From an optimization exercise on the open Yosys and OpenROAD flow, aimed at small area, a short achievable clock period and few clock cycles per item; shortcuts taken in it are not production practice.
RTL that was checked went through simulation tests only; none was proved equivalent to the original.

Setup of the previous run:
==> flow/design.v <==
module xlate_unit (
    input  wire        clk,
    input  wire        rst,      
    input  wire        start,    
    input  wire [31:0] rate,     
    output reg         ready,
    output reg         done,     
    output reg         err,      
    output wire [31:0] full,
    output wire [31:0] half
);
    localparam [29:0] NM1 = 30'd999999999;    
    localparam [30:0] NM2 = {NM1, 1'b0};
    reg        busy;         
    reg [30:0] d;            
    reg [4:0]  cnt;          
    reg        nb;           
    reg [29:0] fq;           
    reg [29:0] hq;           
    assign full = {2'b00, fq};
    assign half = {3'b000, hq[28:0]};
    reg [4:0]  c0;
    reg        nb0;
    reg [29:0] r0;
    integer i;
    always @* begin
        c0  = 5'd0;
        nb0 = NM1[0];
        r0  = NM1 >> 1;
        for (i = 0; i < 30; i = i + 1)
            if (rate[i]) begin
                c0  = 5'd29 - i;
                nb0 = NM1[29 - i];
                r0  = NM1 >> (30 - i);
            end
        if (rate[30]) begin
            c0  = 5'd0;
            nb0 = NM1[0];
            r0  = NM1 >> 1;
        end
    end
    wire bad  = rate[31] | (rate[30:0] == 31'd0);
    wire take = ~busy & start;
    wire [30:0] rem_sh = {hq, nb};
    wire [30:0] diff;
    wire        fits;
    sub31 u_sub (.a(rem_sh), .b(d), .diff(diff), .co(fits));
    wire        last   = (cnt == 5'd0);
    wire [28:0] hinc   = fq[28:0] + 29'd1;
    always @(posedge clk) begin
        if (~busy) begin
            d   <= rate[30:0];
            cnt <= c0;
            nb  <= nb0;
        end else begin
            cnt <= cnt - 5'd1;
            nb  <= NM2[cnt];
        end
    end
    always @(posedge clk) begin
        if (rst) begin
            busy  <= 1'b0;
            ready <= 1'b1;
            done  <= 1'b0;
            fq    <= 30'd0;
            hq    <= 30'd0;
        end else begin
            done <= 1'b0;
            if (~busy) begin
                if (start) begin
                    if (bad) begin
                        done <= 1'b1;
                        err  <= 1'b1;
                    end else begin
                        busy  <= 1'b1;
                        ready <= 1'b0;
                        fq    <= 30'd0;
                        hq    <= r0;
                    end
                end
            end else if (last) begin
                hq    <= {1'b0, hinc};
                fq    <= fits ? {hinc, 1'b0} : {fq[28:0], 1'b1};
                busy  <= 1'b0;
                ready <= 1'b1;
                done  <= 1'b1;
                err   <= 1'b0;
            end else begin
                hq <= fits ? diff[29:0] : rem_sh[29:0];
                fq <= {fq[28:0], fits};
            end
        end
    end
endmodule
module sub31(input [30:0] a, input [30:0] b, output [30:0] diff, output co);
    wire [30:0] g = a & ~b;
    wire [30:0] p = a | ~b;
    wire [30:0] t = a ^ ~b;
    wire gl0 = g[0] | p[0];
    wire G0 = g[1] | (p[1] & gl0);
    wire G1 = g[3] | (p[3] & g[2]);
    wire P1 = p[3] & p[2];
    wire G2 = g[5] | (p[5] & g[4]);
    wire P2 = p[5] & p[4];
    wire G3 = g[7] | (p[7] & g[6]);
    wire P3 = p[7] & p[6];
    wire G4 = g[9] | (p[9] & g[8]);
    wire P4 = p[9] & p[8];
    wire G5 = g[11] | (p[11] & g[10]);
    wire P5 = p[11] & p[10];
    wire G6 = g[13] | (p[13] & g[12]);
    wire P6 = p[13] & p[12];
    wire G7 = g[15] | (p[15] & g[14]);
    wire P7 = p[15] & p[14];
    wire G8 = g[17] | (p[17] & g[16]);
    wire P8 = p[17] & p[16];
    wire G9 = g[19] | (p[19] & g[18]);
    wire P9 = p[19] & p[18];
    wire G10 = g[21] | (p[21] & g[20]);
    wire P10 = p[21] & p[20];
    wire G11 = g[23] | (p[23] & g[22]);
    wire P11 = p[23] & p[22];
    wire G12 = g[25] | (p[25] & g[24]);
    wire P12 = p[25] & p[24];
    wire G13 = g[27] | (p[27] & g[26]);
    wire P13 = p[27] & p[26];
    wire G14 = g[29] | (p[29] & g[28]);
    wire P14 = p[29] & p[28];
    wire G15 = G1 | (P1 & G0);
    wire G16 = G3 | (P3 & G2);
    wire P16 = P3 & P2;
    wire G17 = G5 | (P5 & G4);
    wire P17 = P5 & P4;
    wire G18 = G7 | (P7 & G6);
    wire P18 = P7 & P6;
    wire G19 = G9 | (P9 & G8);
    wire P19 = P9 & P8;
    wire G20 = G11 | (P11 & G10);
    wire P20 = P11 & P10;
    wire G21 = G13 | (P13 & G12);
    wire P21 = P13 & P12;
    wire G22 = G16 | (P16 & G15);
    wire G23 = G18 | (P18 & G17);
    wire P23 = P18 & P17;
    wire G24 = G20 | (P20 & G19);
    wire P24 = P20 & P19;
    wire G25 = G23 | (P23 & G22);
    wire G26 = G24 | (P24 & G25);
    wire G27 = G17 | (P17 & G22);
    wire G28 = G19 | (P19 & G25);
    wire G29 = G21 | (P21 & G26);
    wire G30 = G2 | (P2 & G15);
    wire G31 = G4 | (P4 & G22);
    wire G32 = G6 | (P6 & G27);
    wire G33 = G8 | (P8 & G25);
    wire G34 = G10 | (P10 & G28);
    wire G35 = G12 | (P12 & G26);
    wire G36 = G14 | (P14 & G29);
    wire G37 = g[2] | (p[2] & G0);
    wire G38 = g[4] | (p[4] & G15);
    wire G39 = g[6] | (p[6] & G30);
    wire G40 = g[8] | (p[8] & G22);
    wire G41 = g[10] | (p[10] & G31);
    wire G42 = g[12] | (p[12] & G27);
    wire G43 = g[14] | (p[14] & G32);
    wire G44 = g[16] | (p[16] & G25);
    wire G45 = g[18] | (p[18] & G33);
    wire G46 = g[20] | (p[20] & G28);
    wire G47 = g[22] | (p[22] & G34);
    wire G48 = g[24] | (p[24] & G26);
    wire G49 = g[26] | (p[26] & G35);
    wire G50 = g[28] | (p[28] & G29);
    wire G51 = g[30] | (p[30] & G36);
    assign diff[0] = ~t[0];
    assign diff[1] = t[1] ^ gl0;
    assign diff[2] = t[2] ^ G0;
    assign diff[3] = t[3] ^ G37;
    assign diff[4] = t[4] ^ G15;
    assign diff[5] = t[5] ^ G38;
    assign diff[6] = t[6] ^ G30;
    assign diff[7] = t[7] ^ G39;
    assign diff[8] = t[8] ^ G22;
    assign diff[9] = t[9] ^ G40;
    assign diff[10] = t[10] ^ G31;
    assign diff[11] = t[11] ^ G41;
    assign diff[12] = t[12] ^ G27;
    assign diff[13] = t[13] ^ G42;
    assign diff[14] = t[14] ^ G32;
    assign diff[15] = t[15] ^ G43;
    assign diff[16] = t[16] ^ G25;
    assign diff[17] = t[17] ^ G44;
    assign diff[18] = t[18] ^ G33;
    assign diff[19] = t[19] ^ G45;
    assign diff[20] = t[20] ^ G28;
    assign diff[21] = t[21] ^ G46;
    assign diff[22] = t[22] ^ G34;
    assign diff[23] = t[23] ^ G47;
    assign diff[24] = t[24] ^ G26;
    assign diff[25] = t[25] ^ G48;
    assign diff[26] = t[26] ^ G35;
    assign diff[27] = t[27] ^ G49;
    assign diff[28] = t[28] ^ G29;
    assign diff[29] = t[29] ^ G50;
    assign diff[30] = t[30] ^ G36;
    assign co = G51;
endmodule
==> flow/config.mk <==
export PLATFORM = sky130hd
export DESIGN_NAME = xlate_unit
export DESIGN_NICKNAME = xlate_unit
export VERILOG_FILES = /design/flow/design.v
export SDC_FILE = /design/flow/constraint.sdc
export NUM_CORES = 4
export LEC_CHECK = 0
export ABC_AREA = 1
export CAP_MARGIN = 20
export CORE_MARGIN = 2
export CORE_UTILIZATION = 40
export SLEW_MARGIN = 20
==> flow/constraint.sdc <==
create_clock -name core_clock -period 10.0 [get_ports {clk}]
set_input_delay 2.0000 -clock core_clock [delete_from_list [all_inputs] [get_ports {clk}]]
set_output_delay 2.0000 -clock core_clock [all_outputs]
set_load 0.01 [all_outputs]
standard.sh (not shown) runs the stock make flow with config.mk's settings and CLKGATE_MAP_FILE= SYNTH_SCRIPT=/design/flow/synth_recipe.tcl, a recipe that flattens the netlist after the stock synthesis.
==> flow/flow/run.sh <==
#!/bin/bash
# Standard ORFS layout (the standard.sh: unchanged synthesis, SDC and
# clock period), with two layout settings passed to make:
# - repair_timing aims for more setup slack than the clock needs, so the
#   achieved period shrinks;
# - ports are buffered with buf_2 cells instead of the default buffer.
set -euo pipefail
bash standard.sh \
  SETUP_SLACK_MARGIN=7.0 \
  BUFFER_PORTS_ARGS="-buffer_cell sky130_fd_sc_hd__buf_2" \
  finish > standard.log 2>&1
#### Input delta (the current run over the previous run)
--- a/flow/design.v
+++ b/flow/design.v
@@ -11,9 +11,10 @@
 );
     localparam [29:0] NM1 = 30'd999999999;    
     localparam [30:0] NM2 = {NM1, 1'b0};
     reg        busy;         
-    reg [30:0] d;            
+    reg        ini;          
+    reg [31:0] d;            
     reg [4:0]  cnt;          
     reg        nb;           
     reg [29:0] fq;           
     reg [29:0] hq;           
@@ -27,30 +28,30 @@
         c0  = 5'd0;
         nb0 = NM1[0];
         r0  = NM1 >> 1;
         for (i = 0; i < 30; i = i + 1)
-            if (rate[i]) begin
+            if (d[i]) begin
                 c0  = 5'd29 - i;
                 nb0 = NM1[29 - i];
                 r0  = NM1 >> (30 - i);
             end
-        if (rate[30]) begin
+        if (d[30]) begin
             c0  = 5'd0;
             nb0 = NM1[0];
             r0  = NM1 >> 1;
         end
     end
-    wire bad  = rate[31] | (rate[30:0] == 31'd0);
-    wire take = ~busy & start;
+    wire bad = d[31] | (d[30:0] == 31'd0);
     wire [30:0] rem_sh = {hq, nb};
     wire [30:0] diff;
     wire        fits;
-    sub31 u_sub (.a(rem_sh), .b(d), .diff(diff), .co(fits));
+    sub31 u_sub (.a(rem_sh), .b(d[30:0]), .diff(diff), .co(fits));
     wire        last   = (cnt == 5'd0);
     wire [28:0] hinc   = fq[28:0] + 29'd1;
     always @(posedge clk) begin
-        if (~busy) begin
-            d   <= rate[30:0];
+        if (~busy)
+            d <= rate;
+        if (ini) begin
             cnt <= c0;
             nb  <= nb0;
         end else begin
             cnt <= cnt - 5'd1;
@@ -60,24 +61,30 @@
     always @(posedge clk) begin
         if (rst) begin
             busy  <= 1'b0;
             ready <= 1'b1;
+            ini   <= 1'b0;
             done  <= 1'b0;
             fq    <= 30'd0;
             hq    <= 30'd0;
         end else begin
             done <= 1'b0;
             if (~busy) begin
                 if (start) begin
-                    if (bad) begin
-                        done <= 1'b1;
-                        err  <= 1'b1;
-                    end else begin
-                        busy  <= 1'b1;
-                        ready <= 1'b0;
-                        fq    <= 30'd0;
-                        hq    <= r0;
-                    end
+                    busy  <= 1'b1;
+                    ready <= 1'b0;
+                    ini   <= 1'b1;
+                end
+            end else if (ini) begin
+                ini <= 1'b0;
+                if (bad) begin
+                    busy  <= 1'b0;
+                    ready <= 1'b1;
+                    done  <= 1'b1;
+                    err   <= 1'b1;
+                end else begin
+                    fq <= 30'd0;
+                    hq <= r0;
                 end
             end else if (last) begin
                 hq    <= {1'b0, hinc};
                 fq    <= fits ? {hinc, 1'b0} : {fq[28:0], 1'b1};
## What came out
- Re total instance count after detailed placement: the previous run was lower than the current run.
- Comparing the previous run against the current run, there is no change at all in number of buffer and inverter stages on the critical path.
- Critical path launch point: d[0] -> the current run, rate[26] -> the previous run
- Diff the previous run -> the current run: minimum clock period has decreased, clock buffer count in the final layout saw an increase, number of tap cells inserted climbed 5.
- Relative to the previous run, the average routed wire per standard cell measured on the current run has increased by a few percent.
- The run with more routed wire is the current run, not the previous run.
Testbench counts of the current run, summed over its fixed seeds: cycles 53,932, items 3,200.
For the previous run, only the layout was checked, not whether the RTL still works.

==> static timing again, ports no longer ideal <==
How much do the figures lean on ideal ports? The routed layouts below were timed once more, with nothing changed but the port constraints.
Step 1 assumes that a clkbuf_16 drives the clock port and a buf_2 every other input.
Step 2, shift: input delay + t, output delay - t, t = (earliest + latest rising clock arrival at the registers) / 2. This alone moves slack from input paths to output paths.
Three values: ideal, step 1, step 2; two values: the first two.
run | t (ns) | setup slack, ns | cell pins on the clock port's net
the previous run | 0.402 | 6.254 / 6.271 / 5.869 | 1
the current run | 0.418 | 6.764 / 6.764 / 6.633 | 1
After both steps every run listed still meets setup and hold. For the previous run, which loses most, drivers alone change the setup slack by +0.017 ns; drivers and shift together by -0.385 ns.
